Context: an optimization exercise on an open-source flow, tuned for small area, a short achievable clock period and few clock cycles. The choices shown serve that exercise and are no tape-out recipe.
Function was checked by simulation only, so behaviour that the tests miss may differ from the original.
Power is estimated from default activity; no workload was simulated.

## run 1
// gfrs_dec
module gfrs_dec (
    input  wire       clk,
    input  wire       rst,
    input  wire       cmd_valid,
    output wire       cmd_ready,
    input  wire [7:0] cmd_dlen,
    input  wire [4:0] cmd_nsym,
    input  wire       in_valid,
    output wire       in_ready,
    input  wire [7:0] in_data,
    output reg        out_valid,
    output reg  [7:0] out_pos,
    output reg  [7:0] out_mag,
    output reg        done,
    output reg        err,
    output reg  [1:0] cause,
    output reg  [3:0] errcnt,
    output reg        paychg
);
==> flow/config.mk <==
export PLATFORM = sky130hd
export DESIGN_NAME = gfrs_dec
export DESIGN_NICKNAME = gfrs_dec
export VERILOG_FILES = /design/flow/design.v
export SDC_FILE = /design/flow/constraint.sdc
export NUM_CORES = 4
export LEC_CHECK = 0
export CAP_MARGIN = 20
export CELL_PAD_IN_SITES_DETAIL_PLACEMENT = 1
export CELL_PAD_IN_SITES_GLOBAL_PLACEMENT = 2
export CORE_MARGIN = 2
export CORE_UTILIZATION = 55
export CTS_CLUSTER_DIAMETER = 100
export CTS_CLUSTER_SIZE = 20
export PLACE_DENSITY = 0.75
export SLEW_MARGIN = 20
==> flow/constraint.sdc <==
create_clock -name core_clock -period 15.0 [get_ports {clk}]
set_input_delay 3.0000 -clock core_clock [delete_from_list [all_inputs] [get_ports {clk}]]
set_output_delay 3.0000 -clock core_clock [all_outputs]
set_load 0.01 [all_outputs]
standard.sh (not shown) runs the stock make flow with config.mk's settings and CLKGATE_MAP_FILE= SYNTH_SCRIPT=/design/flow/synth_recipe.tcl, a recipe that flattens the netlist after the stock synthesis.
==> flow/flow/run.sh <==
#!/bin/bash
# The standard layout (the standard.sh: the standard synthesis, floorplan, placement,
# CTS, routing) with the resizer's setup repair aiming for 11 ns of slack on the 15 ns clock,
# so that it sizes and buffers the critical paths instead of stopping once 15 ns is met.
# The clock period and the constraints are unchanged.
set -euo pipefail
bash standard.sh SETUP_SLACK_MARGIN=11 finish > standard_flow.log 2>&1
Testbench counts of run 1, summed over its fixed seeds: cycles 26,861.
Relative to run 1, the following input files were edited for run 2:
-- flow/config.mk --
<<< run 1, line 13
export CTS_CLUSTER_DIAMETER = 100
export CTS_CLUSTER_SIZE = 20
>>> run 2, line 13
### Flow results
- Run 2 vs run 1: wire length reported by the detailed router up by a few percent
- Delta(H-tree depth, run 2 - run 1) > 0
- Core utilization in run 2 is 1.9 points higher than in run 1
- Taking run 1 over run 2, the number of setup buffers added after CTS ratio works out to 0.868.
- Run 1 has a higher post-route worst setup slack than run 2.
- Sort run 2 and run 1 by clock skew desc -> top: run 2
- Run 2 ended up with a higher synthesis-to-layout area growth than run 1 did.
- Comparing run 2 and run 1, sequential cell area share is lower on run 2.
- Looking at total chip power, run 2 sits about 6% higher than run 1 does.
- From run 1 to run 2, number of flip-flops and latches did not move at all.
- Ratio of final minimum period to clock period up 0.68 points in run 2 wrt run 1

## run A
Starting RTL as in the previous note.
export LEC_CHECK = 0
export CAP_MARGIN = 20
export CELL_PAD_IN_SITES_DETAIL_PLACEMENT = 0
export CELL_PAD_IN_SITES_GLOBAL_PLACEMENT = 1
export CORE_MARGIN = 2
export CORE_UTILIZATION = 60
export CTS_CLUSTER_DIAMETER = 100
export CTS_CLUSTER_SIZE = 20
export PLACE_DENSITY = 0.8
export SLEW_MARGIN = 20
create_clock -name core_clock -period 15.0 [get_ports {clk}]
==> flow/flow/run.sh <==
#!/bin/bash
# The standard layout (the standard.sh: the standard synthesis, floorplan, placement,
# CTS, routing) with the resizer's setup repair aiming for 11.2 ns of slack on the 15 ns clock,
# so that it sizes and buffers the critical paths instead of stopping once 15 ns is met.
# The clock period and the constraints are unchanged.
set -euo pipefail
bash standard.sh SETUP_SLACK_MARGIN=11.2 finish > standard_flow.log 2>&1
Testbench counts of run A, summed over its fixed seeds: cycles 26,861.
Modified inputs, run B compared to run A
==> flow/flow/run.sh <==
#!/bin/bash
# The standard layout (the standard.sh: the standard synthesis, floorplan, placement,
# CTS, routing) with the resizer's setup repair aiming for 10.85 ns of slack on the 15 ns clock,
# so that it sizes and buffers the critical paths instead of stopping once 15 ns is met.
# The clock period and the constraints are unchanged.
set -euo pipefail
bash standard.sh SETUP_SLACK_MARGIN=10.85 finish > standard_flow.log 2>&1
[summary]
- In terms of time the final worst path needs with I/O delays and setup, run B and run A differ only marginally.
- Run B does better than run A on via count.
- Diff run A..run B | area enclosed by the die boundary | unchanged
- Between run B and run A, the cell area after placement does not differ in any meaningful way.
- The clock-pin slew on the worst setup and hold paths of run B and that of run A are within noise of each other.
- Side by side, proportion of power drawn by combinational gates turned out lower in run B than in run A.
- Final hold slack delta (run B -> run A): insignificant
- Run B: initial antenna violation count lower than run A
#### Input delta (run C over run B)
==> flow/flow/run.sh <==
#!/bin/bash
# The standard layout (the standard.sh: the standard synthesis, floorplan, placement,
# CTS, routing) with the resizer's setup repair aiming for 11 ns of slack on the 15 ns clock,
# so that it sizes and buffers the critical paths instead of stopping once 15 ns is met.
# The clock period and the constraints are unchanged.
set -euo pipefail
bash standard.sh SETUP_SLACK_MARGIN=11 finish > standard_flow.log 2>&1
[summary]
Between run C and run B, the clock insertion delay at the later pin of the skew report figures differ only marginally. Changes observed in run C relative to run B: normalized max-slew margin has increased; number of clock buffer instances in the layout shrank by 1; fraction of standard cell area that is sequential went down; portion of the clock cycle consumed by the worst path in the final layout roughly the same; sum of routed wire length over all layers picked up an extra about 0.9%.

[port drivers added, routing unchanged]
In the flow no input, the clock included, has a driving cell. The finished layouts below were timed again as built, in two steps.
Step 1, drivers: a clkbuf_16 drives clk and a buf_2 each remaining input, both assumed.
Step 2 adds t to the input delays and takes it off the output delays; t is the mean of the earliest and latest rising clock arrival at the registers after step 1. Input paths then give back, and output paths get back, about the clock's delay inside the block.
Three values: no drivers, after step 1, after step 2; two values: the first two.
run	t (ns)	setup slack, ns	slew at the worst register clock pin (ns)	pins driven straight from the clock port
run 1	0.791	10.817 / 10.736 / 10.540	0.10 / 0.10	1
run 2	0.871	10.715 / 10.637 / 10.417	0.07 / 0.07	1
run A	0.784	10.833 / 10.749 / 10.612	0.09 / 0.09	1
run B	0.782	10.832 / 10.748 / 10.337	0.10 / 0.10	1
run C	0.768	10.842 / 10.763 / 10.612	0.10 / 0.10	1
After both steps setup and hold are still met in every run listed. For run B, which loses most, drivers alone change the setup slack by -0.084 ns; drivers and shift together by -0.495 ns.
